Background: an optimization exercise with open tools, aiming at small area, a short achievable clock period and few clock cycles. Do not read the settings as production practice.
The RTL was checked by simulation tests, not by an equivalence proof against the original design.
No activity file was given, so power comes from the tool's default toggle rates.

==> inputs of wip/harbor <==
## tsc_sponge
module tsc_sponge (
    input  wire         clk,
    input  wire         rst,         
    input  wire         cmd_valid,
    output wire         cmd_ready,
    input  wire [1:0]   cmd_op,      
    input  wire [7:0]   din_len,     
    input  wire [485:0] din,         
    output wire [485:0] dout,        
    output wire         absorbed     
);
    localparam N    = 729;
    localparam RATE = 243;
    localparam K    = 1;           
    localparam B    = 27;           
    function [1:0] trot(input [1:0] a, input [1:0] c);
        begin
            case (c)
                2'd1:    trot = {a[0] & ~a[1], ~a[1]};      
                2'd2:    trot = {~a[0], ~(a[0] & ~a[1])};   
                default: trot = a;
            endcase
        end
    endfunction
    function [1:0] tadd_port(input [1:0] a, input [1:0] b);
        tadd_port = trot(a, b[1] ? 2'd0 : b[0] ? 2'd2 : 2'd1);
    endfunction
    reg  [2*N-1:0] st;
    reg            abs_flag;
    reg            busy;
    reg            rdy;           
    reg  [4:0]     cnt;
    reg  [1:0]     rm;            
    wire has_data = (din_len != 8'd0);
    wire perm_cmd = (cmd_op == 2'd1) || (cmd_op == 2'd3) ||
                    (cmd_op == 2'd2 && (has_data || !abs_flag));
    wire add_en   = !busy && (cmd_op == 2'd1 || (cmd_op == 2'd2 && has_data));
    wire [2*N-1:0] w0 = st;
    genvar i;
    wire [2*N-1:0] t0, w1;
    tsc_sub #(.D(1)) u_sub0 (.s(w0), .t(t0));
    generate
        for (i = 0; i < N; i = i + 1) begin : g_c0
            case (i)
                14: assign w1[2*i +: 2] = trot(t0[2*i +: 2], (rm + 2'd0) % 3);
                41: assign w1[2*i +: 2] = trot(t0[2*i +: 2], (rm + 2'd1) % 3);
                68: assign w1[2*i +: 2] = trot(t0[2*i +: 2], (rm + 2'd2) % 3);
                95: assign w1[2*i +: 2] = trot(t0[2*i +: 2], (rm + 2'd0) % 3);
  ...
clock: 6.5 ns
lec_check: 0
cap_margin: 15
core_margin: 2
core_utilization: 38
cts_cluster_diameter: 100
cts_cluster_size: 16
gpl_timing_driven: 0
place_density: 0.55
slew_margin: 15
standard.sh (not shown) runs the stock make flow with config.mk's settings and CLKGATE_MAP_FILE= SYNTH_SCRIPT=/design/flow/synth_recipe.tcl, a recipe that flattens the netlist after the stock synthesis.
==> flow/flow/run.sh <==
#!/bin/bash
# Own layout flow: the standard flow (standard.sh, same synthesis script and
# config.mk settings), except that
#  - modules tsc_sub (substitution layer), tsc_upd and tsc_absupd (state update,
#    absorb) come from flow/tsc_map.v, hand-mapped netlists of the same functions
#    in sky130_fd_sc_hd cells;
#  - the ABC buffers are removed at floorplan instead of an early timing repair;
#  - the port buffers are buf_2 cells and the resizer may change a cell's footprint;
#  - after global placement, high-fanout nets get placement-based buffer trees
#    (flow/pre_resize.tcl, flow/trees.tcl) before the standard repair_design;
#  - timing repair after CTS and global routing aims SETUP_MARGIN ns below the period.
set -euo pipefail
W=$(pwd)
SETUP_MARGIN=${SETUP_MARGIN:-3.2}
awk 'BEGIN{skip=0} /^[ \t]*module[ \t]+(tsc_sub|tsc_upd|tsc_absupd)[ \t]*[(#]/{skip=1} {if(!skip)print} skip&&/^[ \t]*endmodule/{skip=0}' \
    design.v > layout_design.v
grep -qE "module (tsc_sub|tsc_upd|tsc_absupd)\b" layout_design.v && { echo "module not removed" >&2; exit 1; }
cat flow/tsc_map.v >> layout_design.v
sed "s#^export VERILOG_FILES *=.*#export VERILOG_FILES = $W/layout_design.v#" config.mk > config_own.mk
grep -q "layout_design.v" config_own.mk || { echo "VERILOG_FILES not set" >&2; exit 1; }
sed "s#$W/config.mk#$W/config_own.mk#g" standard.sh > own.sh
grep -q "config_own.mk" own.sh || { echo "config path not replaced" >&2; exit 1; }
bash own.sh REMOVE_ABC_BUFFERS=1 MATCH_CELL_FOOTPRINT=0 \
    "BUFFER_PORTS_ARGS=-buffer_cell sky130_fd_sc_hd__buf_2" \
    PRE_RESIZE_TCL=$W/flow/pre_resize.tcl \
    SETUP_SLACK_MARGIN=$SETUP_MARGIN finish > own_flow.log 2>&1
test -s out/final.def
==> flow/flow/tsc_map.v <==
// Gate-level versions of modules tsc_sub, tsc_upd and tsc_absupd of rtl/tsc_sponge.v
// (the same functions, in sky130_fd_sc_hd cells), used for the layout in their place.
// Trits are in the port code (bit 0: not 0, bit 1: -1).

// y = a1 & a2 | b1 & b2 | c1 & c2, as NAND-NAND
module tsc_sop3 (
    input  wire a1, a2, b1, b2, c1, c2,
    output wire y
);
    wire na, nb, nc;
    sky130_fd_sc_hd__nand2_1 u_a (.A(a1), .B(a2), .Y(na));
    sky130_fd_sc_hd__nand2_1 u_b (.A(b1), .B(b2), .Y(nb));
    sky130_fd_sc_hd__nand2_1 u_c (.A(c1), .B(c2), .Y(nc));
    sky130_fd_sc_hd__nand3_1 u_y (.A(na), .B(nb), .C(nc), .Y(y));
endmodule

// t = a + q, a one-hot (z: 0, m: -1, p: +1), q one-hot; t in the port code. Its
// outputs drive the index scramble, a long wire, so they come from larger cells.
module tsc_tsum (
    input  wire       az, am, ap,
    input  wire       qz, qm, qp,
    output wire [1:0] t
);
    wire z1, z2, z3, m1, m2, m3;
    sky130_fd_sc_hd__nand2_1 u_z1 (.A(az), .B(qz), .Y(z1));
    sky130_fd_sc_hd__nand2_1 u_z2 (.A(ap), .B(qm), .Y(z2));
    sky130_fd_sc_hd__nand2_1 u_z3 (.A(am), .B(qp), .Y(z3));
    sky130_fd_sc_hd__and3_2  u_nz (.A(z1), .B(z2), .C(z3), .X(t[0]));
    sky130_fd_sc_hd__nand2_1 u_m1 (.A(az), .B(qm), .Y(m1));
    sky130_fd_sc_hd__nand2_1 u_m2 (.A(am), .B(qz), .Y(m2));
    sky130_fd_sc_hd__nand2_1 u_m3 (.A(ap), .B(qp), .Y(m3));
    sky130_fd_sc_hd__nand3_2 u_m  (.A(m1), .B(m2), .C(m3), .Y(t[1]));
endmodule

// t[i] = s[i-D] + s[i] + s[i+D]
module tsc_sub #(
    parameter integer D = 1
) (
    input  wire [1457:0] s,
    output wire [1457:0] t
);
    localparam N = 729;
    wire [N-1:0] z, p;
    genvar i, m;
    generate
        for (i = 0; i < N; i = i + 1) begin : g_h
            sky130_fd_sc_hd__inv_1  u_z (.A(s[2*i]), .Y(z[i]));
            sky130_fd_sc_hd__nor2_1 u_p (.A(z[i]), .B(s[2*i+1]), .Y(p[i]));
        end
        for (m = 0; m < N; m = m + 2) begin : g_pair
            localparam integer I0 = (m * D) % N;
            localparam integer I1 = ((m + 1) * D) % N;
            localparam integer IM = ((m + N - 1) * D) % N;
            localparam integer IP = ((m + 2) * D) % N;
            wire qp, qm, qz;
            tsc_sop3 u_qp (.a1(z[I0]), .a2(p[I1]), .b1(p[I0]), .b2(z[I1]), .c1(s[2*I0+1]), .c2(s[2*I1+1]), .y(qp));
            tsc_sop3 u_qm (.a1(z[I0]), .a2(s[2*I1+1]), .b1(s[2*I0+1]), .b2(z[I1]), .c1(p[I0]), .c2(p[I1]), .y(qm));
            sky130_fd_sc_hd__nor2_1 u_qz (.A(qp), .B(qm), .Y(qz));
            tsc_tsum u_t0 (.az(z[IM]), .am(s[2*IM+1]), .ap(p[IM]), .qz(qz), .qm(qm), .qp(qp), .t(t[2*I0 +: 2]));
            if (m < N - 1) begin : g_t1
                tsc_tsum u_t1 (.az(z[IP]), .am(s[2*IP+1]), .ap(p[IP]), .qz(qz), .qm(qm), .qp(qp), .t(t[2*I1 +: 2]));
            end
        end
    endgenerate
endmodule

// d = take & x | keep & s
module tsc_upd (
    input  wire [W-1:0] x,
    input  wire [W-1:0] s,
    input  wire         take,
    input  wire         keep,
    output wire [W-1:0] d
);
    parameter integer W = 1458;
    genvar i;
    generate
        for (i = 0; i < W; i = i + 1) begin : g_d
            sky130_fd_sc_hd__a22o_1 u_d (.A1(take), .A2(x[i]), .B1(keep), .B2(s[i]), .X(d[i]));
        end
    endgenerate
endmodule

// Rate lanes of the state update with the absorb (see tsc_absupd in rtl/tsc_sponge.v).
// The lane decode of len is split in two 4-bit halves: i < len is
// (i/16 < len/16) | (i/16 == len/16) & (i%16 < len%16).
module tsc_absupd (
    input  wire [485:0] x,
    input  wire [485:0] s,
    input  wire [485:0] din,
    input  wire [7:0]   len,
    input  wire         take,
    input  wire         keep,
    input  wire         ea,
    input  wire         ef,
    output wire [485:0] d
);
    wire [15:0] ah_lt, ah_eq, bl_lt, bl_eq;
    genvar i;
    generate
        for (i = 0; i < 16; i = i + 1) begin : g_pre
            assign ah_lt[i] = (i < len[7:4]);
            assign ah_eq[i] = (i == len[7:4]);
            assign bl_lt[i] = (i < len[3:0]);
            assign bl_eq[i] = (i == len[3:0]);
        end
        for (i = 0; i < 243; i = i + 1) begin : g_lane
            wire c1, c2, lt, eq, r1, r2, r0, g0, g1, g2, z, p, nm, np, pa, pb, ma, mb;
            sky130_fd_sc_hd__nor2_1   u_c1 (.A(din[2*i]), .B(din[2*i+1]), .Y(c1));
            sky130_fd_sc_hd__nor2b_1  u_c2 (.A(din[2*i+1]), .B_N(din[2*i]), .Y(c2));
            sky130_fd_sc_hd__a21o_1   u_lt (.A1(ah_eq[i/16]), .A2(bl_lt[i%16]), .B1(ah_lt[i/16]), .X(lt));
            sky130_fd_sc_hd__and2_1   u_eq (.A(ah_eq[i/16]), .B(bl_eq[i%16]), .X(eq));
            sky130_fd_sc_hd__and2_1   u_r1 (.A(lt), .B(c1), .X(r1));
            sky130_fd_sc_hd__a21o_1   u_r2 (.A1(lt), .A2(c2), .B1(eq), .X(r2));
            sky130_fd_sc_hd__nor2_1   u_r0 (.A(r1), .B(r2), .Y(r0));
            sky130_fd_sc_hd__a221o_1  u_g0 (.A1(ea), .A2(din[2*i+1]), .B1(ef), .B2(r0), .C1(keep), .X(g0));
            sky130_fd_sc_hd__a22o_1   u_g1 (.A1(ea), .A2(c1), .B1(ef), .B2(r1), .X(g1));
            sky130_fd_sc_hd__a22o_1   u_g2 (.A1(ea), .A2(c2), .B1(ef), .B2(r2), .X(g2));
            sky130_fd_sc_hd__inv_1    u_z  (.A(s[2*i]), .Y(z));
            sky130_fd_sc_hd__nor2_1   u_pp (.A(z), .B(s[2*i+1]), .Y(p));
            sky130_fd_sc_hd__inv_1    u_nm (.A(s[2*i+1]), .Y(nm));
            sky130_fd_sc_hd__inv_1    u_np (.A(p), .Y(np));
            sky130_fd_sc_hd__a22oi_1  u_pa (.A1(take), .A2(x[2*i]), .B1(g0), .B2(s[2*i]), .Y(pa));
            sky130_fd_sc_hd__a22oi_1  u_pb (.A1(g1), .A2(nm), .B1(g2), .B2(np), .Y(pb));
            sky130_fd_sc_hd__nand2_1  u_p  (.A(pa), .B(pb), .Y(d[2*i]));
            sky130_fd_sc_hd__a22oi_1  u_ma (.A1(take), .A2(x[2*i+1]), .B1(g0), .B2(s[2*i+1]), .Y(ma));
            sky130_fd_sc_hd__a22oi_1  u_mb (.A1(g1), .A2(p), .B1(g2), .B2(z), .Y(mb));
            sky130_fd_sc_hd__nand2_1  u_m  (.A(ma), .B(mb), .Y(d[2*i+1]));
        end
    endgenerate
endmodule
Other scripts of this flow, unchanged in this note and not shown: flow/flow/pre_resize.tcl, flow/flow/trees.tcl
==> wip/willow (differences from wip/harbor) <==
--- a/flow/flow/run.sh
+++ b/flow/flow/run.sh
@@ -12,5 +12,5 @@
 set -euo pipefail
 W=$(pwd)
-SETUP_MARGIN=${SETUP_MARGIN:-3.2}
+SETUP_MARGIN=${SETUP_MARGIN:-3.5}
 awk 'BEGIN{skip=0} /^[ \t]*module[ \t]+(tsc_sub|tsc_upd|tsc_absupd)[ \t]*[(#]/{skip=1} {if(!skip)print} skip&&/^[ \t]*endmodule/{skip=0}' \
     design.v > layout_design.v
--- a/flow/flow/tsc_map.v
+++ b/flow/flow/tsc_map.v
@@ -13,4 +13,16 @@
     sky130_fd_sc_hd__nand2_1 u_c (.A(c1), .B(c2), .Y(nc));
     sky130_fd_sc_hd__nand3_1 u_y (.A(na), .B(nb), .C(nc), .Y(y));
+endmodule
+
+// y = a1 & a2 | b1 & b2 | c1 & c2, as NAND-NAND with a larger output stage
+module tsc_sop3_x2 (
+    input  wire a1, a2, b1, b2, c1, c2,
+    output wire y
+);
+    wire na, nb, nc;
+    sky130_fd_sc_hd__nand2_1 u_a (.A(a1), .B(a2), .Y(na));
+    sky130_fd_sc_hd__nand2_1 u_b (.A(b1), .B(b2), .Y(nb));
+    sky130_fd_sc_hd__nand2_1 u_c (.A(c1), .B(c2), .Y(nc));
+    sky130_fd_sc_hd__nand3_2 u_y (.A(na), .B(nb), .C(nc), .Y(y));
 endmodule
 
@@ -45,6 +57,6 @@
     generate
         for (i = 0; i < N; i = i + 1) begin : g_h
-            sky130_fd_sc_hd__inv_1  u_z (.A(s[2*i]), .Y(z[i]));
-            sky130_fd_sc_hd__nor2_1 u_p (.A(z[i]), .B(s[2*i+1]), .Y(p[i]));
+            sky130_fd_sc_hd__inv_2  u_z (.A(s[2*i]), .Y(z[i]));
+            sky130_fd_sc_hd__nor2_2 u_p (.A(z[i]), .B(s[2*i+1]), .Y(p[i]));
         end
         for (m = 0; m < N; m = m + 2) begin : g_pair
@@ -54,7 +66,7 @@
             localparam integer IP = ((m + 2) * D) % N;
             wire qp, qm, qz;
-            tsc_sop3 u_qp (.a1(z[I0]), .a2(p[I1]), .b1(p[I0]), .b2(z[I1]), .c1(s[2*I0+1]), .c2(s[2*I1+1]), .y(qp));
-            tsc_sop3 u_qm (.a1(z[I0]), .a2(s[2*I1+1]), .b1(s[2*I0+1]), .b2(z[I1]), .c1(p[I0]), .c2(p[I1]), .y(qm));
-            sky130_fd_sc_hd__nor2_1 u_qz (.A(qp), .B(qm), .Y(qz));
+            tsc_sop3_x2 u_qp (.a1(z[I0]), .a2(p[I1]), .b1(p[I0]), .b2(z[I1]), .c1(s[2*I0+1]), .c2(s[2*I1+1]), .y(qp));
+            tsc_sop3_x2 u_qm (.a1(z[I0]), .a2(s[2*I1+1]), .b1(s[2*I0+1]), .b2(z[I1]), .c1(p[I0]), .c2(p[I1]), .y(qm));
+            sky130_fd_sc_hd__nor2_2 u_qz (.A(qp), .B(qm), .Y(qz));
             tsc_tsum u_t0 (.az(z[IM]), .am(s[2*IM+1]), .ap(p[IM]), .qz(qz), .qm(qm), .qp(qp), .t(t[2*I0 +: 2]));
             if (m < N - 1) begin : g_t1
- CORE_UTILIZATION: 38 -> 35
==> notes.md <==
quantity	wip/willow	wip/harbor
Diodes inserted	148	182
Count of TritonRoute iterations in the first routing pass	14	16
Total Power	0.0324 W	0.0318 W
Clock-cell share	0.0233	0.0270
Portion of total power attributed to combinational logic	0.415	0.397
Internal Pwr Total	0.0173 W	0.0171 W
Hold path endpoint	st[562]$_DFF_P_	st[488]$_DFF_P_
Detailed-route vias per instance	6.11	6.26
RSZ-0062 raised after global routing	yes	no
Wire length reported by the detailed router	816000 um	804000 um
Buffers plus inverters on the worst setup path	9	1
Yosys top cell area share	0.231	0.243
Signal arrival time at the worst endpoint	4.07 ns	4.39 ns
Switching Share	0.465	0.463
Fillers	37654	33351
Initial antenna violation count	180	163
Site row count	221	207
Latest clock arrival within the worst-skew pair	0.97 ns	0.95 ns
Run status	finished clean	finished clean
Post-place setup slack	0.585 ns	0.966 ns
Testbench counts of wip/harbor, summed over its fixed seeds: cycles 32,184.
Testbench counts of wip/willow, summed over its fixed seeds: cycles 32,184.

## port drivers added, routing unchanged
The flow's constraints put no driver on any port. The routed layouts listed below were extracted and timed again, unchanged, in two steps. Step 1 (the two cells are an assumption about what drives the block):
set clk [get_ports {clk}]
set_driving_cell -lib_cell sky130_fd_sc_hd__clkbuf_16 $clk
set_driving_cell -lib_cell sky130_fd_sc_hd__buf_2 [delete_from_list [all_inputs] $clk]
Step 2 adds t to the input delays and takes it off the output delays; t is the mean of the earliest and latest rising clock arrival at the registers after step 1. Input paths then give back, and output paths get back, about the clock's delay inside the block. a / b / c = ideal ports / drivers / drivers and shift; a / b = the first two.
run | shift t [ns] | setup WS [ns] | hold WS [ns] | clock arrival spread, ns | worst slew at a driven data input, ns
wip/harbor | 1.033 | 2.927 / 2.927 / 2.100 | 0.479 / 0.479 / 0.479 | 0.056 / 0.056 | 0.23
wip/willow | 1.067 | 3.272 / 3.327 / 2.262 | 0.494 / 0.494 / 0.494 | 0.049 / 0.048 | 0.20
After both steps every run listed still meets setup and hold. The setup slack of wip/willow, which loses most, moves by +0.055 ns with the drivers and by -1.010 ns with both steps.
